Source: an optimization exercise on an open RTL-to-GDS flow (aim: small area and few clock cycles). Production flows keep margins and buffers that such runs may drop.
RTL that was checked went through simulation tests only; none was proved equivalent to the original.
Only the layout flow was run in run 4; the RTL was not checked for function there.
No activity file was given, so power comes from the tool's default toggle rates.

==> design/flow/design.v <==
module pid_proto (
    input  wire        clk,
    input  wire        rst,           
    input  wire        cmd_valid,
    output wire        cmd_ready,
    input  wire [31:0] cmd,
    output wire        rsp_valid,
    output wire [7:0]  rsp_status,
    output wire [31:0] rsp_value,
    output wire [1:0]  rsp_count,
    output wire [7:0]  rsp_byte0,
    output wire [7:0]  rsp_byte1
);
    function [15:0] crc_step;
        input [15:0] c_in;
        input [7:0]  b;
        reg   [15:0] c;
        integer      i;
        begin
            c = c_in ^ {8'h00, b};
            for (i = 0; i < 8; i = i + 1)
                c = c[0] ? ((c >> 1) ^ 16'h8408) : (c >> 1);
            crc_step = c;
        end
    endfunction
    reg [31:0] c;         
    reg        cv;        
    reg [15:0] ncrc;      
    reg [15:0] nvcrc;     
    reg [7:0]  vhold0;    
    reg [7:0]  vhold1;    
    reg [1:0]  vcnt;
    reg [3:0]  rx;
    assign cmd_ready = 1'b1;
    assign rsp_valid = cv;
    wire [7:0]  b   = c[7:0];
    wire        zfc = ~|c[23:21];
    wire        zfb = zfc & ~|c[20:8];
    wire        zf0 = zfb & ~|c[7:0];
    wire hi0   = c[27:26] == 2'b00;   
    wire g1    = hi0 & c[31:28] == 4'h1;
    wire g2    = hi0 & c[31:28] == 4'h2;
    wire g3    = hi0 & c[31:28] == 4'h3;
    wire g4    = hi0 & c[31:28] == 4'h4;
    wire g5    = hi0 & c[31:28] == 4'h5;
    wire [1:0] lo = c[25:24];
    wire s_enc   = g1 & lo == 2'd0 & zfc;
    wire s_dec   = g1 & lo == 2'd1 & zfb;
    wire s_cinit = g2 & lo == 2'd0 & zf0;
    wire s_cfeed = g2 & lo == 2'd1 & zfb;
    wire s_ctag  = g2 & lo == 2'd2 & zf0;
    wire s_vinit = g3 & lo == 2'd0 & zf0;
    wire s_vfeed = g3 & lo == 2'd1 & zfb;
    wire s_vend  = g3 & lo == 2'd2 & zf0;
    wire s_fbe   = g4 & ~lo[0] & lo != 2'd3 & zf0;   
    wire s_fbyte = g4 & lo == 2'd1 & zfb;
    wire s_rinit = g5 & lo == 2'd0 & zf0;
    wire s_rbyte = g5 & lo == 2'd1 & zfb;
    wire s_rend  = g5 & lo == 2'd2 & zf0;
    wire s_rstat = g5 & lo == 2'd3 & zf0;
    wire legal = s_enc | s_dec | s_cinit | s_cfeed | s_ctag | s_vinit | s_vfeed |
                 s_vend | s_fbe | s_fbyte | s_rinit | s_rbyte | s_rend | s_rstat;
    wire asc_ok =
        (b >= 8'h41 && b <= 8'h5A) || (b >= 8'h61 && b <= 8'h7A) ||
        (b >= 8'h30 && b <= 8'h39) || (b == 8'h20) ||
        (b == 8'h21) || (b == 8'h23) || (b == 8'h24) || (b == 8'h26) ||
        (b == 8'h27) || (b == 8'h28) || (b == 8'h29) || (b == 8'h2A) ||
        (b == 8'h2B) || (b == 8'h2C) || (b == 8'h2D) || (b == 8'h2E) ||
        (b == 8'h2F) || (b == 8'h3A) || (b == 8'h3B) || (b == 8'h3C) ||
        (b == 8'h3D) || (b == 8'h3E) || (b == 8'h3F) || (b == 8'h5C);
    reg        ext_hit;
    reg [2:0]  ext_idx;
    always @(*) begin
        ext_hit = 1'b1;
        ext_idx = 3'd0;
        case (c[20:0])
            21'h0000B7: ext_idx = 3'd0;
            21'h002022: ext_idx = 3'd1;
            21'h002500: ext_idx = 3'd2;
            21'h002501: ext_idx = 3'd3;
            21'h002588: ext_idx = 3'd4;
            21'h002581: ext_idx = 3'd5;
            default:    ext_hit = 1'b0;
        endcase
    end
    wire asc_hit = asc_ok & ~|c[20:8];
    wire enc_hit = asc_hit | ext_hit;
    reg [15:0] dec_x;
    always @(*) begin
        case (b)
            8'h22:   dec_x = 16'h0027;
            8'h80:   dec_x = 16'h00B7;
            8'h81:   dec_x = 16'h2022;
            8'h82:   dec_x = 16'h2500;
            8'h83:   dec_x = 16'h2501;
            8'h84:   dec_x = 16'h2588;
            8'h85, 8'h86, 8'h87:
                     dec_x = 16'h2581;
            default: dec_x = 16'hFFFD;
        endcase
    end
    wire [15:0] recv  = {vhold1, vhold0};
    wire        vfull = vcnt[1];
    wire        v_ok  = s_vend & vfull;
    wire        v_bad = recv != nvcrc;
    wire rx_err   = rx[3];
    wire b_dle    = b == 8'h10;
    wire b_stx    = b == 8'h02;
    wire b_etx    = b == 8'h03;
    wire rx_start = ~rx[3] & rx[2:0] == 3'd0;
    wire rx_hdr   = ~rx[3] & rx[2:0] == 3'd1;
    wire rx_data  = ~rx[3] & rx[2:0] == 3'd2;
    wire rx_esc   = ~rx[3] & rx[2:0] == 3'd3;
    wire rx_done  = ~rx[3] & rx[2];
    reg [2:0] why_n;
    always @(*) begin
        why_n = 3'd0;
        if (rx_start & ~b_dle)              why_n = 3'd2;
        if (rx_hdr & ~b_stx)                why_n = 3'd3;
        if (rx_esc & ~b_dle & ~b_etx)       why_n = 3'd4;
        if (rx_done)                        why_n = 3'd5;
    end
    wire rb_err = s_rbyte & (rx_err | why_n != 3'd0);
    wire re_err = s_rend & ~rx_done;
    wire s_val = s_enc & ~enc_hit;
    wire s_raw = ~legal | s_val | (s_dec & asc_ok);   
    wire s_decx = s_dec & ~asc_ok;
    wire s_prot = (s_vend & ~vfull) | rb_err | re_err;
    assign rsp_status = {5'd0, ~legal, (v_ok & v_bad) | s_val, s_prot | s_val};
    wire [3:0] sval =
        ({4{s_vend & ~vfull}} & 4'd1) |
        ({4{rb_err}} & (rx_err ? {1'b0, rx[2:0]} : {1'b0, why_n})) |
        ({4{re_err}} & (rx_err ? {1'b0, rx[2:0]} : 4'd6)) |
        ({4{s_rstat}} & {1'b0, rx_err | rx[2], rx_err | rx[1], rx_err | rx[0]});
    assign rsp_value[31:24] = ({8{~legal}} & c[31:24]) | ({8{v_ok}} & nvcrc[15:8]);
    assign rsp_value[23:16] = ({8{s_raw}} & c[23:16]) | ({8{v_ok}} & nvcrc[7:0]);
    assign rsp_value[15:8]  = ({8{s_raw}} & c[15:8]) | ({8{s_decx}} & dec_x[15:8]) |
                              ({8{s_ctag}} & ncrc[15:8]) | ({8{v_ok}} & recv[15:8]);
    assign rsp_value[7:4]   = ({4{s_raw}} & c[7:4]) | ({4{s_decx}} & dec_x[7:4]) |
                              ({4{s_ctag}} & ncrc[7:4]) | ({4{v_ok}} & recv[7:4]) |
                              ({4{s_rstat & rx_err}} & {1'b0, rx[2:0]});
    assign rsp_value[3:0]   = ({4{s_raw}} & c[3:0]) | ({4{s_decx}} & dec_x[3:0]) |
                              ({4{s_ctag}} & ncrc[3:0]) | ({4{v_ok}} & recv[3:0]) | sval;
    assign rsp_count[1] = s_ctag | s_fbe | (s_fbyte & b_dle);
    assign rsp_count[0] = (s_enc & enc_hit) | (s_vfeed & vfull) | (s_fbyte & ~b_dle) |
                          (s_rbyte & ((rx_data & ~b_dle) | (rx_esc & b_dle)));
    wire [1:0] grp = c[29:28];
    assign rsp_byte0 =
        (grp == 2'd2) ? ncrc[7:0] :
        (grp == 2'd3) ? vhold0 :
        (~c[30] & ext_hit) ? {5'b10000, ext_idx} :
        (c[30] & ~c[24]) ? 8'h10 : b;
    assign rsp_byte1 =
        (grp == 2'd2) ? ncrc[15:8] :
        c[24] ? 8'h10 : {7'd1, c[25]};
    wire [15:0] crc_f  = ~crc_step(~ncrc, b);
    wire [15:0] vcrc_f = ~crc_step(~nvcrc, vhold0);
    wire        vshift = cv & s_vfeed;
    always @(posedge clk) begin
        c <= cmd;
        if (rst) begin
            cv    <= 1'b0;
            ncrc  <= 16'h0000;
            nvcrc <= 16'h0000;
            vcnt  <= 2'd0;
            rx    <= 4'd0;
        end else begin
            cv <= cmd_valid;
            if (cv) begin
                if (s_cinit)      ncrc <= 16'h0000;
                else if (s_cfeed) ncrc <= crc_f;
                if (s_vinit | s_vend) begin
                    nvcrc <= 16'h0000;
                    vcnt  <= 2'd0;
                end else if (s_vfeed) begin
                    if (vfull) nvcrc <= vcrc_f;
                    else       vcnt  <= {vcnt[0], ~vcnt[0]};
                end
                if (s_rinit | s_rend)
                    rx <= 4'd0;
                else if (s_rbyte & ~rx_err) begin
                    if (why_n != 3'd0)
                        rx <= {1'b1, why_n};
                    else if (rx_start)
                        rx <= 4'd1;
                    else if (rx_hdr)
                        rx <= 4'd2;
                    else if (rx_data)
                        rx <= b_dle ? 4'd3 : 4'd2;
                    else   
                        rx <= b_dle ? 4'd2 : 4'd4;
                end
            end
        end
        if (vshift) begin
            vhold1 <= b;
            vhold0 <= vhold1;
        end
    end
endmodule
==> design/flow/flow/run.sh <==
#!/bin/bash
# Standard ORFS layout, with the port buffers made as sky130_fd_sc_hd__buf_1
# and a clock tree without dummy loads. Each step's full output goes to
# its own log in this folder (ORFS also keeps per-stage logs under orfs/logs).
set -euo pipefail
export BUFFER_PORTS_ARGS="-buffer_cell sky130_fd_sc_hd__buf_1"
export CTS_ARGS="-sink_clustering_enable -repair_clock_nets -dont_use_dummy_load -buf_list sky130_fd_sc_hd__clkbuf_8"
bash standard.sh synth > synth.log 2>&1
bash standard.sh finish > layout.log 2>&1
==> design/flow/standard.sh <==
#!/bin/bash
# synth_recipe.tcl (not shown) runs the flow's synth.tcl, then flattens the netlist and writes it again
# the make line also repeats each setting of config.mk as NAME=value (left out here)
make -C /OpenROAD-flow-scripts/flow DESIGN_CONFIG=/design/flow/config.mk WORK_HOME=/design/flow/orfs CLKGATE_MAP_FILE= SYNTH_SCRIPT=/design/flow/synth_recipe.tcl "${@:-finish}"
==> design/flow/config.mk <==
export PLATFORM = sky130hd
export DESIGN_NAME = pid_proto
export DESIGN_NICKNAME = pid_proto
export VERILOG_FILES = /design/flow/design.v
export SDC_FILE = /design/flow/constraint.sdc
export NUM_CORES = 4
export LEC_CHECK = 0
export CAP_MARGIN = 20
export CORE_MARGIN = 2
export CORE_UTILIZATION = 40
export SLEW_MARGIN = 20
==> design/flow/constraint.sdc <==
create_clock -name core_clock -period 4.0 [get_ports {clk}]
set_input_delay 0.8000 -clock core_clock [delete_from_list [all_inputs] [get_ports {clk}]]
set_output_delay 0.8000 -clock core_clock [all_outputs]
set_load 0.01 [all_outputs]
==> summary.txt, run 1 <==
status no timing/DRC/antenna violations; # rows 40; DP Cell Count 820; Die W 115 microns; RSZ-0062 raised after global routing no; commonest non-fill, non-tap cell in the layout buf_1; synth top area cells dfxtp_1 (29%), edfxtp_1 (9.7%), xnor2_1 (7.4%); gr usage total 25.0%; Startpoint Class flop; maxcap violations 0; f_max 258 MHz; Pins Over Slew Limit 0; YS warnings 1; Seq cells post-synth 87; top_reg_cell synth dfxtp_1; final hold violations 0; initial antenna violation count 0; Die Footprint 13300 sq um; Worst-Margin Slew 0.998 ns; Pwr Density 284 nW/um^2; vias per std cell 5.63; largest net degree at the start of global routing 33; TritonCTS clock tree done; met1 Usage GRT 37.2%; crit path DAT 3.08 ns; slowest stage cell, crit path a211o_1; DR pass1 iterations 7; global-route track usage on met2 35.5%; CTS max path bufs 2; CP top delay family simple AND/OR/NAND/NOR gates; Post-synth EDFFs 16; core area 12100 sq um; final WL 16100 microns; Crit Path Max Fanout 11; buffer and inverter count on the worst path 1; GR Util met3 5.91%; first-pass GRT wire length 25100 microns; CTS sink cnt 87; total CTS buffers 9; non-filler instance count after layout 830; Worst VDD drop 0.269 mV; antenna violation net count after detailed routing 0; HP Class input port to flop; Crit path largest cell delay 0.49 ns; commonest non-fill, non-tap cells in the layout buf_1 (88), dfxtp_1 (71), nand2_1 (68); CTS H-tree depth 3; layout cell share with drive strength beyond 1 6.80%; period utilization 97.0%; Synth top area share 28.6%; total power 0.00158 W; Top cell by count, worst path nand2_1; final core occ 46.3%; Crit Path Class flop to output port; Avg WL per Cell 19.4 microns; Reg clk slew, reported paths 0.10 ns; Distinct cells, synth 62; ANT cells 0; leakage power 2.04 nW; worst path cell trace nor4_2, and4_2, nand2_1, o2111a_1, a211o_1, nand2_1, nand3b_1, buf_1; Clock Root Buffer clkbuf_8; Async S/R FF share, synth 0%; via count 4675; I/O Pins 95; Final min period 3.88 ns; IO buf count 88; setup TNS 0 ns; Fill cells 1242; Post-Synthesis Cells 593; vias in the first global route 4262; Mapped Area 4960 sq um; worst relative slew slack 33.2%; Seq/Total Area, Yosys 38.3%; Clk Latency, worst-skew pair 0.39 ns; layer carrying the most global-route usage met1; clock skew 0.0412 ns; Post-layout nets 699; Critical Path End Type output port; initial core utilization 41.2%; HPWL Detailed 12100 microns; syn avg cell area 8.37 sq um; critical path required time 3.20 ns; Setup-failing EPs final 0; post-synth top area cell dfxtp_1; drt drc 0; Initial DRC Count 585; Layout Area Growth over Synthesis 12.5%; DIE HEIGHT 115 microns; grt total ovfl 0; RD Place Congestion 0.960
## layer usage
layer | wire (microns) | vias to the layer above
met5 | 0 | -
met4 | 494 | 0
met3 | 1400 | 32
met2 | 6680 | 255
met1 | 7540 | 2146
li1 | - | 2242
## flip-flops by register name, indices dropped and copies added, names as in the netlist
name,count
vhold1,8
vhold0,8
ncrc,16
vcnt,2
c,32
nvcrc,16
cv,1
rx,4
## layout make-up
class | instances | area [sq um] | share of cell area (%)
multi-input cells | 451 | 2840 | 50.9
flip-flops and latches | 87 | 1900 | 34.0
repair buffers | 108 | 480 | 8.60
well taps | 168 | 210 | 3.76
clock buffers | 9 | 124 | 2.22
inverters | 7 | 26.3 | 0.470
## worst paths after layout
check / end / slack (ns) / startpoint / depth (start not counted)
worst max register to register: ncrc[5]$_SDFFE_PP0P_ / 1.40 / c[8]$_DFF_P_ / 7
worst min-delay path: c[18]$_DFF_P_ / 0.49 / cmd[18] / 1
worst max-delay path: rsp_value[0] / 0.12 / c[8]$_DFF_P_ / 8
worst min register to register: vcnt[0]$_SDFFE_PP0P_ / 0.50 / vcnt[0]$_SDFFE_PP0P_ / 2
## metrics by stage
step                      hold slack, ns  worst slack (ns)  instance area (sq um)
after CTS                          0.469            0.0905                   5540
after detailed placement           0.483             0.512                   5420
after global placement             0.480             0.583                   5420
final                              0.492             0.121                   5590
after global routing               0.462            0.0288                   5590
after floorplan                    0.403             0.853                   4980
## cell usage after synthesis, types with 5 or more instances
cell and instances:
a21oi_1 29, a221oi_1 9, a222oi_1 6, o21ai_0 32, nor3_1 29, a22o_1 5, a21o_1 16, nor3b_1 6
clkbuf_1 32, and2_1 7, nand4_1 9, nor2_1 51, nand2_1 68, dfxtp_1 71, inv_1 7, xnor2_1 42
nand3_1 11, nor2b_1 10, buf_4 6, edfxtp_1 16, nor4_1 10, o22ai_1 6, nand2b_1 7, xor2_1 18
and3_1 8, mux2i_1 12, buf_2 7
## power by group
group          switching, W  leakage (nW)  total, W  internal (W)
logic              0.000111          1.24  0.000179     0.0000673
registers         0.0000215         0.728  0.000929      0.000907
clock network      0.000275        0.0647  0.000477      0.000201
total              0.000408          2.04   0.00158       0.00118
## worst register-to-register path, stage by stage, from the launching register on
cell     delay [ns]
dfxtp_1        0.34
nor4_2         0.43
nand4_1        0.34
nor2_1         0.38
and3_1         0.65
nor3_1         0.13
a21oi_1        0.14
nor2_1         0.05
## cells by family (layout without fill, tap and decap cells)
logic type	count (synthesis)	count (layout)	share of synthesized area [%]
multiplexers	12	12	2.42
XOR/XNOR	60	60	10.6
AND/OR/NAND/NOR	243	243	25.4
flip-flops	87	87	38.3
buffers and inverters	59	124	5.57
other	2	6	0.151
AO/OA/AOI/OAI	130	130	17.6
## timing repair
| action | CTS | global route |
|---|---|---|
| buffers inserted | 0 | 1 |
| endpoints found under the setup margin | 0 | 33 |
| hold buffers | 0 | 0 |
| gates resized for setup | 0 | 7 |
Testbench counts, summed over its fixed seeds: cycles 48,189.
==> inputs of run 2 (changes only) <==
==> design/flow/run.sh (new file) <==
#!/bin/bash
# synth_recipe.tcl (not shown) runs the flow's synth.tcl, then flattens the netlist and writes it again
# the make line also repeats each setting of config.mk as NAME=value (left out here)
make -C /OpenROAD-flow-scripts/flow DESIGN_CONFIG=/design/flow/config.mk WORK_HOME=/design/flow/orfs CLKGATE_MAP_FILE= SYNTH_SCRIPT=/design/flow/synth_recipe.tcl finish
removed: design/flow/flow/run.sh
removed: design/flow/standard.sh
==> summary.txt, run 2 <==
FF/Latch Area 1910 sq um (was 1900 sq um); Reg clk slew, reported paths 0.06 ns (was 0.10 ns); Synth top area share 28.6% (unchanged); layout cell share with drive strength beyond 1 13.3% (was 6.80%); Die W 115 microns (unchanged); top_reg_cell synth dfxtp_1 (unchanged); count leader, synth dfxtp_1 (unchanged); Post-Synthesis Cells 593 (unchanged); Worst VDD drop 0.299 mV (was 0.269 mV); maxcap violations 0 (unchanged); ANT cells 0 (unchanged); f_max 256 MHz (was 258 MHz); Crit path largest cell delay 0.55 ns (was 0.49 ns); Die Footprint 13300 sq um (unchanged); buffer and inverter count on the worst path 4 (was 1); CP top delay family buffers and inverters (was simple AND/OR/NAND/NOR gates); crit path DAT 3.11 ns (was 3.08 ns); CTS H-tree depth 3 (unchanged); grt total ovfl 0 (unchanged); IO buf count 88 (unchanged); syn avg cell area 8.37 sq um (unchanged); Pins Over Slew Limit 0 (unchanged); DP Cell Count 838 (was 820); via count 4842 (was 4675); DIE HEIGHT 115 microns (unchanged); synth top area cells dfxtp_1 (29%), edfxtp_1 (9.7%), xnor2_1 (7.4%) (unchanged); slowest stage cell, crit path clkdlybuf4s50_1 (was a211o_1); gr usage total 25.8% (was 25.0%); YS warnings 1 (unchanged); core area 12100 sq um (unchanged); Distinct cells, synth 62 (unchanged); Final min period 3.91 ns (was 3.88 ns); vias in the first global route 4549 (was 4262); Post-synth EDFFs 16 (unchanged); Commonest cells post-synth dfxtp_1 (71), nand2_1 (68), nor2_1 (51) (unchanged); Min Hold Slack 0.508 ns (was 0.492 ns); DR pass1 iterations 5 (was 7); RD Place Congestion 0.949 (was 0.960); I/O Pins 95 (unchanged); leakage power 2.53 nW (was 2.04 nW); period utilization 97.7% (was 97.0%); commonest non-fill, non-tap cell in the layout clkdlybuf4s50_1 (was buf_1); Setup-failing EPs final 0 (unchanged); HPWL Detailed 12800 microns (was 12100 microns); hold-fix buffers at CTS 0 (unchanged); post-synth top area cell dfxtp_1 (unchanged); hold path start nvcrc[1]$_SDFFE_PP0P_ (was cmd[18]); Post-layout nets 723 (was 699); initial antenna violation count 0 (unchanged); worst relative slew slack 57.0% (was 33.2%); Reg with most FFs c (unchanged); TritonCTS clock tree done (unchanged); Avg WL per Cell 19.7 microns (was 19.4 microns); HP Class flop to flop (was input port to flop); antenna violation net count after detailed routing 0 (unchanged); non-filler instance count after layout 861 (was 830); # rows 40 (unchanged); biggest regs c x32, ncrc x16, nvcrc x16 (unchanged); Seq/Total Area, Yosys 38.3% (unchanged); Crit Path Max Fanout 10 (was 11); setup TNS 0 ns (unchanged); Critical Path End Type output port (unchanged); Worst-Margin Slew 0.645 ns (was 0.998 ns); Clk Latency, worst-skew pair 0.35 ns (was 0.39 ns); Startpoint Class flop (unchanged); commonest non-fill, non-tap cells in the layout clkdlybuf4s50_1 (85), dfxtp_1 (68), nand2_1 (66) (was buf_1 (88), dfxtp_1 (71), nand2_1 (68)); CTS max path bufs 2 (unchanged); Worst Setup SP c[0]$_DFF_P_ (was c[8]$_DFF_P_); Mapped Area 4960 sq um (unchanged); clock skew 0.0119 ns (was 0.0412 ns); max FFs per register 32 (unchanged); initial core utilization 41.2% (unchanged); worst path cell trace buf_4, nor4b_4, nor4_1, a211oi_1, buf_4, nand4_1, buf_4, o221ai_1, nand3b_1, clkdlybuf4s50_1 (was nor4_2, and4_2, nand2_1, o2111a_1, a211o_1, nand2_1, nand3b_1, buf_1); critical path required time 3.20 ns (about the same); total power 0.00204 W (was 0.00158 W); Initial DRC Count 465 (was 585); first-pass GRT wire length 26200 microns (was 25100 microns); Pwr Density 308 nW/um^2 (was 284 nW/um^2); total CTS buffers 9 (unchanged); Async S/R FF share, synth 0% (unchanged); final WL 17000 microns (was 16100 microns); Worst R2R Setup Slack 1.52 ns (was 1.40 ns); drt drc 0 (unchanged); Top cell by count, worst path buf_4 (was nand2_1); area of the multi-input gates 2930 sq um (was 2840 sq um); Clock Root Buffer clkbuf_16 (was clkbuf_8); status no timing/DRC/antenna violations (unchanged); Seq cells post-synth 87 (unchanged); final core occ 54.8% (was 46.3%); CTS sink cnt 87 (unchanged); final hold violations 0 (unchanged); Layout Area Growth over Synthesis 33.0% (was 12.5%); largest net degree at the start of global routing 33 (unchanged); Crit Reg-Reg Startpoint c[5]$_DFF_P_ (was c[8]$_DFF_P_); Fill cells 1113 (was 1242); vias per std cell 5.62 (was 5.63); Crit Path Class flop to output port (unchanged)
[run 2: cell counts after synthesis]
No cell type changed its count.
[run 2: path summary, 6_finish.rpt]
path / depth (start not counted) / to
worst max register to register: 6 / rx[2]$_SDFFE_PP0P_
worst min register to register: 2 / nvcrc[1]$_SDFFE_PP0P_
worst min-delay path: 2 / nvcrc[1]$_SDFFE_PP0P_
worst max-delay path: 10 / rsp_value[0]
[run 2: layer usage]
| metal | wire length, microns | GRT usage, % | share of wire [%] | up-vias |
|---|---|---|---|---|
| met1 | 7740 | 35.7 | 46 | 2267 |
| met2 | 7630 | 40.5 | 45 | 241 |
| li1 | - | - | - | 2300 |
| met4 | 449 | 10.5 | 2.6 | 0 |
| met3 | 1130 | 3.97 | 6.7 | 34 |
| met5 | 0 | 0 | 0 | - |
[run 2: repair_timing]
item | CTS | global route
setup buffers | 1 | 6
pin swaps | 0 | 5
endpoints found under the setup margin | 36 | 38
resized for setup | 8 | 24
[run 2: per-stage QoR]
stage	area, sq um	setup slack (ns)
floorplan	4980	0.853
global placement	6120	0.241
detailed placement	6120	0.174
CTS	6460	0.00648
global route	6610	-0.0319
finish	6610	0.0931
[run 2: power breakdown]
group | internal [W] | switching [W]
Combinational | 0.000126 | 0.000114
Clock | 0.000490 | 0.000374
Sequential | 0.000908 | 0.0000250
Total | 0.00152 | 0.000513
[run 2: kinds of logic (layout without fill, tap and decap cells)]
kind of cell	Yosys count	after routing	share of synthesized area (%)
xor+xnor	60	60	10.6
mux	12	12	2.42
other cells	2	6	0.151
simple gates	243	243	25.4
flops	87	87	38.3
compound gates	130	130	17.6
buf+inv	59	155	5.57
[run 2: cell type report]
class	count	area share (%)
Inverter	7	0.398
Clock buffer	10	3.47
Tap cell	168	3.18
Timing Repair Buffer	132	18.7
Clock inverter	6	1.04
Multi-Input combinational cell	451	44.4
Sequential cell	87	28.9
[run 2: worst register-to-register path, stage by stage, from the launching register on]
cell and delay, ns:
dfxtp_1 0.34, or4_4 0.65, or3_4 0.45, nor3_4 0.30
o21ai_2 0.16, or3_1 0.36, a21oi_1 0.16
==> inputs of run 3 (changes only) <==
==> design/flow/flow/run.sh (new file) <==
#!/bin/bash
# Layout flow: the standard ORFS flow (standard.sh) with three changes.
#  - Synthesis is the standard flow's own script (synth_recipe.tcl) with only the ABC
#    mapping script swapped for flow/abc_area.script: ORFS's speed script
#    with the delay relaxed (&nf -R 1000) and without ABC's buffering and
#    up-sizing passes. Registers are untouched (ABC maps only the logic).
#  - The port buffers are sky130_fd_sc_hd__buf_1.
#  - Clock tree: sky130_fd_sc_hd__clkbuf_8 buffers, no dummy loads.
# Each run's full output goes to a log file of its own in this folder.
set -euo pipefail
here=$(pwd)
{
  head -n 1 synth_recipe.tcl
  cat <<TCL
proc abc {args} {
  set i [lsearch -exact \$args -script]
  if { \$i >= 0 } { lset args [expr {\$i + 1}] $here/flow/abc_area.script }
  yosys abc {*}\$args
}
TCL
  tail -n +2 synth_recipe.tcl
} > my_synth.tcl
sed "s|SYNTH_SCRIPT=[^ ]*|SYNTH_SCRIPT=$here/my_synth.tcl|" standard.sh > my_standard.sh
grep -q "SYNTH_SCRIPT=$here/my_synth.tcl" my_standard.sh
export BUFFER_PORTS_ARGS="-buffer_cell sky130_fd_sc_hd__buf_1"
export CTS_ARGS="-sink_clustering_enable -repair_clock_nets -dont_use_dummy_load -buf_list sky130_fd_sc_hd__clkbuf_8"
bash my_standard.sh synth > synth.log 2>&1
bash my_standard.sh finish > layout.log 2>&1
==> design/flow/flow/abc_area.script (new file) <==
&get -n
&st
&dch
&nf -R 1000
&st
&syn2
&if -g -K 6
&synch2
&nf -R 1000
&st
&syn2
&if -g -K 6
&synch2
&nf -R 1000
&st
&syn2
&if -g -K 6
&synch2
&nf -R 1000
&st
&syn2
&if -g -K 6
&synch2
&nf -R 1000
&st
&syn2
&if -g -K 6
&synch2
&nf -R 1000
&put
topo
stime -c
dnsize -c
==> design/flow/standard.sh (new file) <==
#!/bin/bash
# synth_recipe.tcl (not shown) runs the flow's synth.tcl, then flattens the netlist and writes it again
# the make line also repeats each setting of config.mk as NAME=value (left out here)
make -C /OpenROAD-flow-scripts/flow DESIGN_CONFIG=/design/flow/config.mk WORK_HOME=/design/flow/orfs CLKGATE_MAP_FILE= SYNTH_SCRIPT=/design/flow/synth_recipe.tcl "${@:-finish}"
removed: design/flow/run.sh
==> summary.txt, run 3 <==
largest family of logic cells by synthesized area simple AND/OR/NAND/NOR gates (unchanged); final core occ 48.5% (was 54.8%); clock skew 0.0203 ns (was 0.0119 ns); hold-fix buffers at CTS 0 (unchanged); DIE HEIGHT 111 microns (was 115 microns); Critical Path End Type output port (unchanged); Post-layout nets 701 (was 723); Crit Path Class flop to output port (unchanged); CTS sink cnt 87 (unchanged); Async S/R FF share, synth 0% (unchanged); Post-Synth Simple-Gate Area 26.2% (was 25.4%); gr usage total 25.5% (was 25.8%); Synth Area in Compound Gates 17.0% (was 17.6%); Synth top area share 30.8% (was 28.6%); critical path required time 3.20 ns (about the same); Crit path largest cell delay 0.53 ns (was 0.55 ns); cell-internal power 0.00117 W (was 0.00152 W); HPWL Detailed 12100 microns (was 12800 microns); Pins Over Slew Limit 0 (unchanged); RD Place Congestion 0.965 (was 0.949); Avg WL per Cell 19.6 microns (was 19.7 microns); slowest stage cell, crit path or4_1 (was clkdlybuf4s50_1); clock network power share 30.9% (was 42.4%); YS warnings 1 (unchanged); TritonCTS clock tree done (unchanged); Mapped Area 4620 sq um (was 4960 sq um); vias per std cell 5.86 (was 5.62); drt drc 0 (unchanged); biggest regs c x32, ncrc x16, nvcrc x16 (unchanged); Flop pwr share 59.1% (was 45.8%); largest net degree at the start of global routing 33 (unchanged); Die W 111 microns (was 115 microns); count leader, synth nand2_1 (was dfxtp_1); Seq/Total Area, Yosys 41.2% (was 38.3%); CTS max path bufs 2 (unchanged); grt total ovfl 0 (unchanged); Commonest cells post-synth nand2_1 (75), dfxtp_1 (71), nor2_1 (57) (was dfxtp_1 (71), nand2_1 (68), nor2_1 (51)); HP Class flop to flop (unchanged); CP top delay family simple AND/OR/NAND/NOR gates (was buffers and inverters); synth top area cells dfxtp_1 (31%), edfxtp_1 (10%), xnor2_1 (8.0%) (was dfxtp_1 (29%), edfxtp_1 (9.7%), xnor2_1 (7.4%)); Top cell by count, worst path buf_4 (unchanged); Clock Root Buffer clkbuf_8 (was clkbuf_16); Post-Synth XOR/XNOR Area 11.4% (was 10.6%); first-pass GRT wire length 24700 microns (was 26200 microns); core area 11300 sq um (was 12100 sq um); Comb pwr share 10.0% (was 11.8%); DP Area 5300 sq um (was 6120 sq um); Crit Path Max Fanout 17 (was 10); Reg with most FFs c (unchanged); Post-synth EDFFs 16 (unchanged); setup TNS 0 ns (unchanged); antenna violation net count after detailed routing 0 (unchanged); total CTS buffers 9 (unchanged); # rows 39 (was 40); IO buf count 88 (unchanged); post-synth top area cell dfxtp_1 (unchanged); post-synthesis mux area share 2.60% (was 2.42%); syn avg cell area 8.52 sq um (was 8.37 sq um); switching share of power 26.0% (was 25.2%); worst path cell trace or4_1, nor2_2, nand4b_1, buf_4, or2_1, nor4b_4, buf_4, a221oi_1, o221ai_1, a21oi_1, nand2_1, buf_1 (was buf_4, nor4b_4, nor4_1, a211oi_1, buf_4, nand4_1, buf_4, o221ai_1, nand3b_1, clkdlybuf4s50_1); final WL 15800 microns (was 17000 microns); worst relative slew slack 33.4% (was 57.0%); Seq cells post-synth 87 (unchanged); Final min period 3.87 ns (was 3.91 ns); final hold violations 0 (unchanged); via count 4725 (was 4842); Reg clk slew, reported paths 0.08 ns (was 0.06 ns); Die Footprint 12400 sq um (was 13300 sq um); crit path DAT 3.07 ns (was 3.11 ns); Startpoint Class flop (unchanged); RSZ-0062 raised after global routing no; f_max 258 MHz (was 256 MHz); initial antenna violation count 0 (unchanged); Post-Synthesis Cells 542 (was 593); Finished Cell Area 5490 sq um (was 6610 sq um); Layout Area Growth over Synthesis 18.9% (was 33.0%); maxcap violations 0 (unchanged); leakage power 1.99 nW (was 2.53 nW); Distinct cells, synth 43 (was 62); Initial DRC Count 444 (was 465); Worst VDD drop 0.212 mV (was 0.299 mV); CTS H-tree depth 3 (unchanged); Clk Latency, worst-skew pair 0.37 ns (was 0.35 ns); max FFs per register 32 (unchanged); Switch Pwr 0.000412 W (was 0.000513 W); commonest non-fill, non-tap cell in the layout buf_1 (was clkdlybuf4s50_1); Worst-Margin Slew 0.995 ns (was 0.645 ns); commonest non-fill, non-tap cells in the layout buf_1 (86), nand2_1 (75), dfxtp_1 (68) (was clkdlybuf4s50_1 (85), dfxtp_1 (68), nand2_1 (66)); layout cell share with drive strength beyond 1 7.53% (was 13.3%); vias in the first global route 4404 (was 4549); adder-cell share of the synthesized area 0% (unchanged); initial core utilization 40.8% (was 41.2%); status no timing/DRC/antenna violations (unchanged); period utilization 96.9% (was 97.7%); I/O Pins 95 (unchanged); Pwr Density 289 nW/um^2 (was 308 nW/um^2); DR pass1 iterations 5 (unchanged); buffer and inverter count on the worst path 3 (was 4); top_reg_cell synth dfxtp_1 (unchanged); ANT cells 0 (unchanged); Min Hold Slack 0.498 ns (was 0.508 ns); Setup-failing EPs final 0 (unchanged)
## run 3: layout make-up
cell class                 count  area [sq um]
inverter                       6          22.5
fill                        1117          5830
timing repair buffer         115           539
clock buffer                   9           124
tap                          143           179
sequential                    87          1910
multi-input combinational    447          2710
## run 3: path summary, 6_finish.rpt
| check | from | end | depth (start not counted) | slack (ns) |
|---|---|---|---|---|
| worst max-delay path | c[16]$_DFF_P_ | rsp_value[0] | 12 | 0.13 |
| worst min-delay path | nvcrc[7]$_SDFFE_PP0P_ | nvcrc[7]$_SDFFE_PP0P_ | 2 | 0.50 |
| worst max register to register | c[16]$_DFF_P_ | rx[0]$_SDFFE_PP0P_ | 10 | 1.12 |
| worst min register to register | nvcrc[7]$_SDFFE_PP0P_ | nvcrc[7]$_SDFFE_PP0P_ | 2 | 0.50 |
## run 3: power groups by stage
stage	clock network [W]	logic, W	registers [W]
after global routing	0.000537	0.000173	0.000939
after CTS	0.000506	0.000156	0.000935
after detailed placement	0	0.000155	0.000955
final	0.000490	0.000158	0.000936
after floorplan	0	0.0000914	0.000950
after global placement	0	0.000154	0.000955
## run 3: what timing repair did
item                                   in CTS  in global routing
endpoints found under the hold margin       0                  0
setup endpoints to repair                  11                 36
setup buffers                               0                  2
gates resized for setup                     5                 11
pin swaps                                   0                  3
## run 3: per-layer routing
| metal | vias to the layer above | global-route usage [%] | part of all wire (%) |
|---|---|---|---|
| li1 | 2211 | - | - |
| met1 | 2229 | 34.9 | 43 |
| met2 | 255 | 40.1 | 46 |
| met3 | 30 | 5.50 | 8.8 |
| met4 | 0 | 8.81 | 2.2 |
| met5 | - | 0 | 0 |
## run 3: cells by family after synthesis
family / Yosys count
other: 2
muxes: 11
AOI/OAI and AO/OA: 121
buffers and inverters: 12
DFF: 87
xor gates and xnor gates: 60
and+or+nand+nor: 249
## run 3: through the flow
stage | power [W] | instances | setup WS, ns
3_5_place_dp | 0.00111 | 796 | 0.271
2_1_floorplan | 0.00104 | 546 | 0.166
5_1_grt | 0.00165 | 807 | 0.00257
4_1_cts | 0.00160 | 805 | 0.0381
6_report | 0.00158 | 807 | 0.126
3_3_place_gp | 0.00111 | 796 | 0.377
## run 3: worst register-to-register path, cell delays in order (launching register included)
cell and delay, ns:
dfxtp_1 0.31, or4_1 0.53, nor2_2 0.14, nand4b_1 0.11, buf_4 0.18, or2_1 0.31
nor4_1 0.44, o21ai_0 0.33, nor3_1 0.29, a21oi_1 0.06, nor2_1 0.10
==> inputs of run 4 (changes only) <==
--- a/design/flow/design.v
+++ b/design/flow/design.v
@@ -151,3 +151,3 @@
         (~c[30] & ext_hit) ? {5'b10000, ext_idx} :
-        (c[30] & ~c[24]) ? 8'h10 : b;
+        (b | {3'd0, c[30] & ~c[24], 4'd0});   
     assign rsp_byte1 =
@@ -158,8 +158,14 @@
     wire        vshift = cv & s_vfeed;
+    wire        c_ld   = cv & s_cfeed & ~rst;
+    wire        c_hold = ~rst & ~(cv & (s_cinit | s_cfeed));
+    wire        v_ld   = cv & s_vfeed & vfull & ~rst;
+    wire        v_hold = ~rst & ~(cv & (s_vinit | s_vend | (s_vfeed & vfull)));
+    wire [15:0] ncrc_d  = ({16{c_ld}} & crc_f)  | ({16{c_hold}} & ncrc);
+    wire [15:0] nvcrc_d = ({16{v_ld}} & vcrc_f) | ({16{v_hold}} & nvcrc);
     always @(posedge clk) begin
-        c <= cmd;
+        c     <= cmd;
+        ncrc  <= ncrc_d;
+        nvcrc <= nvcrc_d;
         if (rst) begin
             cv    <= 1'b0;
-            ncrc  <= 16'h0000;
-            nvcrc <= 16'h0000;
             vcnt  <= 2'd0;
@@ -169,11 +175,6 @@
             if (cv) begin
-                if (s_cinit)      ncrc <= 16'h0000;
-                else if (s_cfeed) ncrc <= crc_f;
-                if (s_vinit | s_vend) begin
-                    nvcrc <= 16'h0000;
-                    vcnt  <= 2'd0;
-                end else if (s_vfeed) begin
-                    if (vfull) nvcrc <= vcrc_f;
-                    else       vcnt  <= {vcnt[0], ~vcnt[0]};
-                end
+                if (s_vinit | s_vend)
+                    vcnt <= 2'd0;
+                else if (s_vfeed & ~vfull)
+                    vcnt <= {vcnt[0], ~vcnt[0]};
                 if (s_rinit | s_rend)
==> summary.txt, run 4 <==
status no timing/DRC/antenna violations (unchanged); syn avg cell area 8.59 sq um (was 8.52 sq um); Reg with most FFs c (unchanged); HPWL Detailed 11400 microns (was 12100 microns); post-synth top area cell dfxtp_1 (unchanged); DIE HEIGHT 110 microns (was 111 microns); post-synthesis mux area share 1.80% (was 2.60%); Crit path largest cell delay 0.54 ns (was 0.53 ns); Commonest cells post-synth nand2_1 (90), dfxtp_1 (71), o21ai_0 (48) (was nand2_1 (75), dfxtp_1 (71), nor2_1 (57)); DP Area 5220 sq um (was 5300 sq um); CTS H-tree depth 3 (unchanged); largest net degree at the start of global routing 22 (was 33); slowest stage cell, crit path or4_4 (was or4_1); Synth Area in Compound Gates 21.1% (was 17.0%); Startpoint Class flop (unchanged); CTS sink cnt 87 (unchanged); Worst VDD drop 0.224 mV (was 0.212 mV); Die W 110 microns (was 111 microns); r2r endpoint nvcrc[3]$_DFF_P_ (was rx[0]$_SDFFE_PP0P_); Comb pwr share 9.9% (was 10.0%); max FFs per register 32 (unchanged); Crit Reg-Reg Startpoint c[12]$_DFF_P_ (was c[16]$_DFF_P_); buffer and inverter count on the worst path 3 (unchanged); Post-Synthesis Cells 527 (was 542); top_reg_cell synth dfxtp_1 (unchanged); Seq/Total Area, Yosys 42.0% (was 41.2%); core area 10900 sq um (was 11300 sq um); TritonCTS clock tree done (unchanged); Flop pwr share 59.7% (was 59.1%); cell-internal power 0.00117 W (about the same); Reg clk slew, reported paths 0.09 ns (was 0.08 ns); worst relative slew slack 59.7% (was 33.4%); Crit Path Class flop to output port (unchanged); layout cell share with drive strength beyond 1 12.7% (was 7.53%); Final min period 3.92 ns (was 3.87 ns); ANT cells 0 (unchanged); Seq cells post-synth 87 (unchanged); Post-layout nets 693 (was 701); count leader, synth nand2_1 (unchanged); HP Class flop to flop (unchanged); Distinct cells, synth 44 (was 43); I/O Pins 95 (unchanged); Avg WL per Cell 18.8 microns (was 19.6 microns); clock skew 0.0302 ns (was 0.0203 ns); Post-Synth Simple-Gate Area 21.9% (was 26.2%); f_max 255 MHz (was 258 MHz); commonest non-fill, non-tap cells in the layout nand2_1 (88), buf_1 (76), dfxtp_1 (68) (was buf_1 (86), nand2_1 (75), dfxtp_1 (68)); commonest non-fill, non-tap cell in the layout nand2_1 (was buf_1); initial core utilization 41.4% (was 40.8%); Critical Path End Type output port (unchanged); grt total ovfl 0 (unchanged); worst path cell trace or4_4, nor3_4, buf_6, nand3_4, or3_4, or3_4, or2_4, nor2_4, buf_6, a221oi_2, nand2_1, buf_2 (was or4_1, nor2_2, nand4b_1, buf_4, or2_1, nor4b_4, buf_4, a221oi_1, o221ai_1, a21oi_1, nand2_1, buf_1); Clk Latency, worst-skew pair 0.37 ns (about the same); synth top area cells dfxtp_1 (31%), edfxtp_1 (11%), nand2_1 (7.5%) (was dfxtp_1 (31%), edfxtp_1 (10%), xnor2_1 (8.0%)); antenna violation net count after detailed routing 0 (unchanged); Async S/R FF share, synth 0% (unchanged); Mapped Area 4530 sq um (was 4620 sq um); CP Depth 12 (unchanged); largest family of logic cells by synthesized area simple AND/OR/NAND/NOR gates (unchanged); RSZ-0062 raised after global routing yes (was no); initial antenna violation count 0 (unchanged); drt drc 0 (unchanged); RD Place Congestion 0.941 (was 0.965); Post-Synth XOR/XNOR Area 11.4% (about the same); Min Hold Slack 0.504 ns (was 0.498 ns); first-pass GRT wire length 23200 microns (was 24700 microns); Place WS 0.190 ns (was 0.271 ns); Worst setup endpoint rsp_value[10] (was rsp_value[0]); period utilization 98.1% (was 96.9%); Initial DRC Count 348 (was 444); critical path required time 3.20 ns (about the same); Pins Over Slew Limit 0 (unchanged); final setup margin 0.0776 ns (was 0.126 ns); Die Footprint 12200 sq um (was 12400 sq um); maxcap violations 0 (unchanged); adder-cell share of the synthesized area 0% (unchanged); Setup-failing EPs final 0 (unchanged); hold-fix buffers at CTS 0 (unchanged); vias per std cell 5.66 (was 5.86); CP top delay family simple AND/OR/NAND/NOR gates (unchanged); Post-synth EDFFs 16 (unchanged); # rows 38 (was 39); total CTS buffers 9 (unchanged); vias in the first global route 4199 (was 4404); CTS max path bufs 2 (unchanged); YS warnings 1 (unchanged); Layout Area Growth over Synthesis 23.5% (was 18.9%); via count 4507 (was 4725); DR pass1 iterations 5 (unchanged); crit path DAT 3.12 ns (was 3.07 ns); IO buf count 88 (unchanged); switching share of power 25.5% (was 26.0%); final hold violations 0 (unchanged); Worst-Margin Slew 0.602 ns (was 0.995 ns); Switch Pwr 0.000401 W (was 0.000412 W); gr usage total 25.6% (was 25.5%); biggest regs c x32, ncrc x16, nvcrc x16 (unchanged); path depth of the worst reg2reg path 8 (was 10); Worst Setup SP c[12]$_DFF_P_ (was c[16]$_DFF_P_); leakage power 2.07 nW (was 1.99 nW); Finished Cell Area 5590 sq um (was 5490 sq um); clock network power share 30.4% (was 30.9%); Synth top area share 31.4% (was 30.8%); Pwr Density 281 nW/um^2 (was 289 nW/um^2); Crit Path Max Fanout 4 (was 17); final WL 15000 microns (was 15800 microns); Clock Root Buffer clkbuf_8 (unchanged); Worst R2R Setup Slack 1.17 ns (was 1.12 ns)
==> run 4: power groups by stage <==
stage | clock network (W) | logic, W | registers, W
after detailed placement | 0 | 0.000150 | 0.000957
after global routing | 0.000519 | 0.000173 | 0.000942
after floorplan | 0 | 0.0000893 | 0.000951
after global placement | 0 | 0.000150 | 0.000956
after CTS | 0.000488 | 0.000153 | 0.000937
final | 0.000478 | 0.000156 | 0.000939
==> run 4: what timing repair did <==
item,CTS,global route
cloned,0,1
resized for setup,27,32
setup buffers,0,6
endpoints found under the hold margin,0,0
pin swaps,4,9
setup endpoints to repair,16,21
==> run 4: area by class of cell <==
class | instances | area, sq um
Clock buffer | 9 | 124
Fill cell | 1108 | 5350
Inverter | 7 | 26.3
Multi-Input combinational cell | 431 | 2710
Sequential cell | 87 | 1910
Tap cell | 140 | 175
Timing Repair Buffer | 122 | 648
==> run 4: worst min-delay path by stage <==
stage	startpoint	to	slack, ns	depth (start not counted)
6_report	vcnt[0]$_SDFFE_PP0P_	vcnt[0]$_SDFFE_PP0P_	0.50	1
5_1_grt	cmd[29]	c[29]$_DFF_P_	0.50	1
4_1_cts	vcnt[0]$_SDFFE_PP0P_	vcnt[0]$_SDFFE_PP0P_	0.49	1
3_5_place_dp	vcnt[0]$_SDFFE_PP0P_	vcnt[0]$_SDFFE_PP0P_	0.48	1
3_3_place_gp	vcnt[0]$_SDFFE_PP0P_	vcnt[0]$_SDFFE_PP0P_	0.46	1
2_1_floorplan	vcnt[0]$_SDFFE_PP0P_	vcnt[0]$_SDFFE_PP0P_	0.44	1
==> run 4: logic make-up after synthesis <==
group / after synthesis
buf+inv: 13
xor+xnor: 59
mux: 8
flops: 87
other cells: 2
simple gates: 209
compound gates: 149
==> run 4: metal layers <==
metal	up-vias	global-route usage, %	part of all wire (%)
met5	-	0	0
met4	0	7.32	1.6
met3	17	4.82	6.8
met2	172	40.6	46
met1	2138	35.5	46
li1	2180	-	-
==> run 4: metrics by stage <==
step                      total power, W  TNS (ns)  instances  util, %
after detailed placement         0.00111         0        780     47.7
after floorplan                  0.00104         0        531        -
after global placement           0.00111         0        780     47.7
final                            0.00157         0        796     51.1
after CTS                        0.00158  -0.00611        789     49.5
after global routing             0.00163    -0.408        796     51.1
==> inputs of run 5 (changes only) <==
--- a/design/flow/design.v
+++ b/design/flow/design.v
@@ -33,2 +33,4 @@
     reg [3:0]  rx;
+    reg        z_mid;     
+    reg        z_lo;      
     assign cmd_ready = 1'b1;
@@ -37,4 +39,4 @@
     wire        zfc = ~|c[23:21];
-    wire        zfb = zfc & ~|c[20:8];
-    wire        zf0 = zfb & ~|c[7:0];
+    wire        zfb = zfc & z_mid;
+    wire        zf0 = zfb & z_lo;
     wire hi0   = c[27:26] == 2'b00;   
@@ -85,3 +87,3 @@
     end
-    wire asc_hit = asc_ok & ~|c[20:8];
+    wire asc_hit = asc_ok & z_mid;
     wire enc_hit = asc_hit | ext_hit;
@@ -166,2 +168,4 @@
         c     <= cmd;
+        z_mid <= ~|cmd[20:8];
+        z_lo  <= ~|cmd[7:0];
         ncrc  <= ncrc_d;
--- a/design/flow/config.mk
+++ b/design/flow/config.mk
@@ -10,2 +10,3 @@
 export CORE_UTILIZATION = 40
+export GPL_TIMING_DRIVEN = 0
 export SLEW_MARGIN = 20
==> summary.txt, run 5 <==
status no timing/DRC/antenna violations (unchanged); first-pass GRT wire length 23500 microns (was 23200 microns); Synth top area share 31.4% (about the same); RD Place Congestion 0.959 (was 0.941); maxcap violations 0 (unchanged); gr usage total 24.2% (was 25.6%); CTS sink cnt 89 (was 87); f_max 260 MHz (was 255 MHz); CP top delay family simple AND/OR/NAND/NOR gates (unchanged); syn avg cell area 8.58 sq um (was 8.59 sq um); Reg clk slew, reported paths 0.08 ns (was 0.09 ns); ANT cells 0 (unchanged); Worst VDD drop 0.254 mV (was 0.224 mV); Final min period 3.84 ns (was 3.92 ns); Async S/R FF share, synth 0% (unchanged); Die Footprint 12500 sq um (was 12200 sq um); Critical Path End Type output port (unchanged); Crit Path Max Fanout 25 (was 4); TritonCTS clock tree done (unchanged); post-synth top area cell dfxtp_1 (unchanged); Pwr Density 292 nW/um^2 (was 281 nW/um^2); drt drc 0 (unchanged); commonest non-fill, non-tap cell in the layout buf_1 (was nand2_1); max FFs per register 32 (unchanged); Worst-Margin Slew 0.897 ns (was 0.602 ns); Layout Area Growth over Synthesis 19.6% (was 23.5%); DP Area 5220 sq um (about the same); Clk Latency, worst-skew pair 0.39 ns (was 0.37 ns); I/O Pins 95 (unchanged); slowest stage cell, crit path dfxtp_2 (was or4_4); Reg with most FFs c (unchanged); Avg WL per Cell 19.2 microns (was 18.8 microns); vias per std cell 5.89 (was 5.66); Finished Cell Area 5560 sq um (was 5590 sq um); IO buf count 88 (unchanged); Crit Path Class flop to output port (unchanged); antenna violation net count after detailed routing 0 (unchanged); worst relative slew slack 40.2% (was 59.7%); final hold violations 0 (unchanged); Initial DRC Count 472 (was 348); YS warnings 1 (unchanged); grt total ovfl 0 (unchanged); DR pass1 iterations 6 (was 5); Pins Over Slew Limit 0 (unchanged); Crit path largest cell delay 0.64 ns (was 0.54 ns); critical path required time 3.20 ns (about the same); core area 11400 sq um (was 10900 sq um); Min Hold Slack 0.506 ns (was 0.504 ns); Mapped Area 4650 sq um (was 4530 sq um); crit path DAT 3.04 ns (was 3.12 ns); Clock Root Buffer clkbuf_8 (unchanged); final core occ 48.9% (was 51.1%); Post-synth EDFFs 16 (unchanged); Fill cells 1124 (was 1108); Setup-failing EPs final 0 (unchanged); initial antenna violation count 0 (unchanged); # rows 39 (was 38); Seq/Total Area, Yosys 41.7% (was 42.0%); buffer and inverter count on the worst path 2 (was 3); Worst R2R Setup Slack 0.84 ns (was 1.17 ns); Post-Synthesis Cells 542 (was 527); clock skew 0.0263 ns (was 0.0302 ns); synth top area cells dfxtp_1 (31%), edfxtp_1 (10%), nand2_1 (7.0%) (was dfxtp_1 (31%), edfxtp_1 (11%), nand2_1 (7.5%)); Die W 112 microns (was 110 microns); worst path cell trace nor2b_1, nand3_1, nor3_2, nor2_1, o21ai_0, a21oi_2, nand3b_1, buf_4, nor2_1, o21ai_0, buf_1 (was or4_4, nor3_4, buf_6, nand3_4, or3_4, or3_4, or2_4, nor2_4, buf_6, a221oi_2, nand2_1, buf_2); Seq cells post-synth 89 (was 87); DIE HEIGHT 112 microns (was 110 microns); final WL 15400 microns (was 15000 microns); initial core utilization 40.9% (was 41.4%); commonest non-fill, non-tap cells in the layout buf_1 (88), nand2_1 (87), dfxtp_1 (66) (was nand2_1 (88), buf_1 (76), dfxtp_1 (68)); top_reg_cell synth dfxtp_1 (unchanged); count leader, synth nand2_1 (unchanged); leakage power 1.92 nW (was 2.07 nW); total CTS buffers 9 (unchanged); Distinct cells, synth 49 (was 44); CTS max path bufs 2 (unchanged); period utilization 96.1% (was 98.1%); HPWL Detailed 11000 microns (was 11400 microns); HP Class flop to flop (unchanged); via count 4714 (was 4507); vias in the first global route 4383 (was 4199); Commonest cells post-synth nand2_1 (87), dfxtp_1 (73), o21ai_0 (53) (was nand2_1 (90), dfxtp_1 (71), o21ai_0 (48)); biggest regs c x32, ncrc x16, nvcrc x16 (unchanged); total power 0.00162 W (was 0.00157 W); CTS H-tree depth 3 (unchanged); largest net degree at the start of global routing 26 (was 22); layout cell share with drive strength beyond 1 8.22% (was 12.7%); Startpoint Class flop (unchanged); Post-layout nets 694 (was 693)
[run 5: logic make-up (layout without fill, tap and decap cells)]
family | count (synthesis) | in the layout | share of synthesized area (%)
AND/OR/NAND/NOR | 230 | 231 | 24.0
AO/OA/AOI/OAI | 139 | 139 | 19.1
flip-flops | 89 | 89 | 41.7
XOR/XNOR | 59 | 59 | 11.1
buffers and inverters | 13 | 123 | 1.53
multiplexers | 10 | 10 | 2.31
other | 2 | 6 | 0.161
[run 5: metrics by stage]
step,setup slack [ns],TNS (ns),std cells
after floorplan,0.571,0,546
after global placement,-0.518,-10.18,777
after detailed placement,-0.472,-8.29,779
after CTS,0.0142,0,792
after global routing,-0.0116,-0.0116,800
final,0.157,0,800
[run 5: final timing paths]
kind	from	endpoint	cells after the start
setup / recovery	c[29]$_DFF_P_	rsp_value[3]	11
hold / removal	nvcrc[5]$_DFF_P_	nvcrc[5]$_DFF_P_	2
setup reg to reg	c[24]$_DFF_P_	nvcrc[2]$_DFF_P_	5
hold reg to reg	nvcrc[5]$_DFF_P_	nvcrc[5]$_DFF_P_	2
[run 5: final cells by class]
cell class	count	area [sq um]	share of cell area, %
Clock buffer	9	124	2.23
Timing Repair Buffer	101	452	8.12
Inverter	7	26.3	0.472
Multi-Input combinational cell	445	2780	50.0
Sequential cell	89	1950	35.1
Tap cell	143	179	3.22
Buffer	6	45.0	0.810
[run 5: worst register-to-register path, stage by stage (launching register included)]
cell,delay (ns)
dfxtp_1,0.63
nand2_1,0.19
nor3b_2,0.46
and3_1,0.84
nand3b_1,0.60
o21ai_0,0.37
[run 5: report_power, final]
part	leakage, nW	switching, W	internal (W)
sequential	0.744	0.0000447	0.000927
combinational	1.12	0.0000844	0.0000650
clock	0.0647	0.000298	0.000202
total	1.92	0.000428	0.00119
[run 5: per-layer routing]
metal / GRT usage, % / up-vias / part of all wire, %
met1: 31.4 / 2228 / 43
met5: 0 / - / 0
met2: 38.6 / 242 / 47
met4: 10.0 / 0 / 2.9
li1: - / 2206 / -
met3: 6.15 / 38 / 7.5
[run 5: repair_timing]
| item | in CTS | in global routing |
|---|---|---|
| pin swaps | 2 | 4 |
| resized for setup | 15 | 14 |
| gates cloned | 1 | 0 |
| buffers inserted | 3 | 8 |
| setup endpoints to repair | 27 | 24 |
| hold buffers | 0 | 0 |
Testbench counts of run 5, summed over its fixed seeds: cycles 48,189.
==> inputs of run 6 (changes only) <==
--- a/design/flow/config.mk
+++ b/design/flow/config.mk
@@ -10,3 +10,2 @@
 export CORE_UTILIZATION = 40
-export GPL_TIMING_DRIVEN = 0
 export SLEW_MARGIN = 20
==> summary.txt, run 6 <==
Seq/Total Area, Yosys 41.7% (unchanged); worst relative slew slack 52.3% (was 40.2%); max FFs per register 32 (unchanged); Crit Path Class flop to output port (unchanged); final core occ 48.0% (was 48.9%); count leader, synth nand2_1 (unchanged); via count 4654 (was 4714); path depth of the worst reg2reg path 8 (was 5); critical path required time 3.20 ns (about the same); grt total ovfl 0 (unchanged); Worst Setup SP c[14]$_DFF_P_ (was c[29]$_DFF_P_); Die W 112 microns (unchanged); drt drc 0 (unchanged); Pwr Density 295 nW/um^2 (was 292 nW/um^2); Finished Cell Area 5460 sq um (was 5560 sq um); CTS H-tree depth 3 (unchanged); Pins Over Slew Limit 0 (unchanged); Worst VDD drop 0.278 mV (was 0.254 mV); CP top delay family simple AND/OR/NAND/NOR gates (unchanged); status no timing/DRC/antenna violations (unchanged); Startpoint Class flop (unchanged); total CTS buffers 9 (unchanged); syn avg cell area 8.58 sq um (unchanged); CP Depth 11 (unchanged); crit path DAT 3.05 ns (was 3.04 ns); Hold EP nvcrc[6]$_DFF_P_ (was nvcrc[5]$_DFF_P_); Layout Area Growth over Synthesis 17.4% (was 19.6%); Avg WL per Cell 19.3 microns (was 19.2 microns); largest net degree at the start of global routing 33 (was 26); Async S/R FF share, synth 0% (unchanged); Mapped Area 4650 sq um (unchanged); core area 11400 sq um (unchanged); DP Area 5290 sq um (was 5220 sq um); total power 0.00161 W (was 0.00162 W); hold path start nvcrc[6]$_DFF_P_ (was nvcrc[5]$_DFF_P_); Hold Crit Depth 2 (unchanged); Die Footprint 12500 sq um (unchanged); Worst-Margin Slew 0.715 ns (was 0.897 ns); Synth top area share 31.4% (unchanged); Final min period 3.85 ns (was 3.84 ns); top_reg_cell synth dfxtp_1 (unchanged); Reg clk slew, reported paths 0.09 ns (was 0.08 ns); I/O Pins 95 (unchanged); vias per std cell 5.80 (was 5.89); period utilization 96.2% (was 96.1%); buffer and inverter count on the worst path 3 (was 2); f_max 260 MHz (about the same); DR pass1 iterations 7 (was 6); CTS max path bufs 2 (unchanged); commonest non-fill, non-tap cell in the layout buf_1 (unchanged); vias in the first global route 4497 (was 4383); Seq cells post-synth 89 (unchanged); antenna violation net count after detailed routing 0 (unchanged); Crit Reg-Reg Startpoint c[22]$_DFF_P_ (was c[24]$_DFF_P_); Reg with most FFs c (unchanged); YS warnings 1 (unchanged); Clk Latency, worst-skew pair 0.38 ns (was 0.39 ns); RSZ-0062 raised after global routing yes; commonest non-fill, non-tap cells in the layout buf_1 (88), nand2_1 (87), dfxtp_1 (72) (was buf_1 (88), nand2_1 (87), dfxtp_1 (66)); Worst R2R Setup Slack 1.62 ns (was 0.84 ns); # rows 39 (unchanged); clock skew 0.0181 ns (was 0.0263 ns); Setup-failing EPs final 0 (unchanged); CTS sink cnt 89 (unchanged); Crit Path Max Fanout 17 (was 25); final hold violations 0 (unchanged); TritonCTS clock tree done (unchanged); HPWL Detailed 11800 microns (was 11000 microns); first-pass GRT wire length 24300 microns (was 23500 microns); Top cell by count, worst path nand3b_1; biggest regs c x32, ncrc x16, nvcrc x16 (unchanged); gr usage total 25.0% (was 24.2%); final WL 15500 microns (was 15400 microns); slowest stage cell, crit path or4_1 (was dfxtp_2); synth top area cells dfxtp_1 (31%), edfxtp_1 (10%), nand2_1 (7.0%) (unchanged); post-synth top area cell dfxtp_1 (unchanged); HP Class flop to flop (unchanged); worst path cell trace or4_1, nor4_1, buf_4, nand3b_1, nor2_1, a41oi_2, nand3_2, nand3b_1, buf_6, a22o_1, buf_1 (was nor2b_1, nand3_1, nor3_2, nor2_1, o21ai_0, a21oi_2, nand3b_1, buf_4, nor2_1, o21ai_0, buf_1); Crit path largest cell delay 0.52 ns (was 0.64 ns); setup TNS 0 ns (unchanged); layout cell share with drive strength beyond 1 5.77% (was 8.22%); RD Place Congestion 0.979 (was 0.959); DIE HEIGHT 112 microns (unchanged); initial core utilization 40.9% (unchanged); Commonest cells post-synth nand2_1 (87), dfxtp_1 (73), o21ai_0 (53) (unchanged); ANT cells 0 (unchanged); Post-Synthesis Cells 542 (unchanged); Critical Path End Type output port (unchanged); r2r endpoint rx[2]$_SDFFE_PP0P_ (was nvcrc[2]$_DFF_P_); IO buf count 88 (unchanged); initial antenna violation count 0 (unchanged); Min Hold Slack 0.512 ns (was 0.506 ns); leakage power 1.92 nW (about the same); maxcap violations 0 (unchanged); Distinct cells, synth 49 (unchanged); Clock Root Buffer clkbuf_8 (unchanged); Post-synth EDFFs 16 (unchanged); Post-layout nets 696 (was 694); Initial DRC Count 582 (was 472)
## run 6: worst max-delay path by stage
stage                     to  slack [ns]
6_report       rsp_value[20]        0.15
4_1_cts         rsp_byte0[0]       0.006
2_1_floorplan  rsp_value[16]        0.57
3_5_place_dp    rsp_value[3]        0.11
3_3_place_gp    rsp_value[3]         0.1
5_1_grt         rsp_byte0[0]      -0.003
## run 6: per-layer routing
metal | routed length [microns] | GRT usage, %
met3 | 1100 | 6.80
met4 | 463 | 7.74
met1 | 6710 | 32.6
met5 | 0 | 0
met2 | 7240 | 40.6
## run 6: per-stage QoR
step / worst slack, ns / instances
2_1_floorplan: 0.571 / 546
3_3_place_gp: 0.0959 / 791
3_5_place_dp: 0.106 / 791
4_1_cts: 0.00589 / 800
5_1_grt: -0.00339 / 802
6_report: 0.153 / 802
## run 6: tightest hold or removal path: cells and delay by family, from the launching register on
family / cells / cell delay (ns)
compound gates: 1 / 0.06
flops: 1 / 0.35
simple gates: 1 / 0.06
## run 6: repair_timing
item                       CTS  global route
resized for setup            3             4
setup endpoints to repair   24            21
hold buffers                 0             0
pin swaps                    0             1
setup buffers                0             2
## run 6: area by class of cell
| type | count | area (sq um) |
|---|---|---|
| Clock buffer | 9 | 124 |
| Fill cell | 1134 | 5910 |
| Inverter | 7 | 26.3 |
| Multi-Input combinational cell | 444 | 2690 |
| Sequential cell | 89 | 1940 |
| Tap cell | 143 | 179 |
| Timing Repair Buffer | 110 | 499 |
## run 6: cell families (layout without fill, tap and decap cells)
logic type	count (synthesis)	after routing	synth area share, %
and+or+nand+nor	230	230	24.0
AOI/OAI and AO/OA	139	139	19.1
DFF	89	89	41.7
xor gates and xnor gates	59	59	11.1
buffers and inverters	13	126	1.53
muxes	10	10	2.31
other	2	6	0.161
## run 6: power breakdown
part	leakage, nW	internal, W	switching (W)	total, W
Clock	0.0647	0.000202	0.000294	0.000495
Sequential	0.744	0.000927	0.0000299	0.000957
Combinational	1.11	0.0000639	0.0000962	0.000160

afterwards: timing with drivers on the ports:
The results above use ideal ports. As a check the final layouts listed here were re-extracted and re-timed, cells and wires unchanged.
Step 1 sets driving cells, clkbuf_16 on the clock port and buf_2 on the other inputs (assumed; they add their load-dependent delay and slew).
Step 2 also shifts input and output timing later by t, the mid clock arrival at the registers, as if the neighbouring blocks saw the same clock.
a / b / c = no drivers / after step 1 / after step 2; a / b = the first two.
run	shift t [ns]	setup WS [ns]	hold WS [ns]	pins driven straight from the clock port
run 1	0.400	0.121 / 0.088 / 0.489	0.492 / 0.481 / 0.496	1
run 2	0.383	0.093 / 0.057 / 0.440	0.508 / 0.508 / 0.508	1
run 3	0.395	0.126 / 0.092 / 0.487	0.498 / 0.498 / 0.498	1
run 4	0.391	0.078 / 0.043 / 0.434	0.504 / 0.497 / 0.504	1
run 5	0.412	0.157 / 0.121 / 0.534	0.506 / 0.495 / 0.506	1
run 6	0.402	0.153 / 0.119 / 0.521	0.512 / 0.509 / 0.512	1
After both steps every run listed still meets setup and hold.
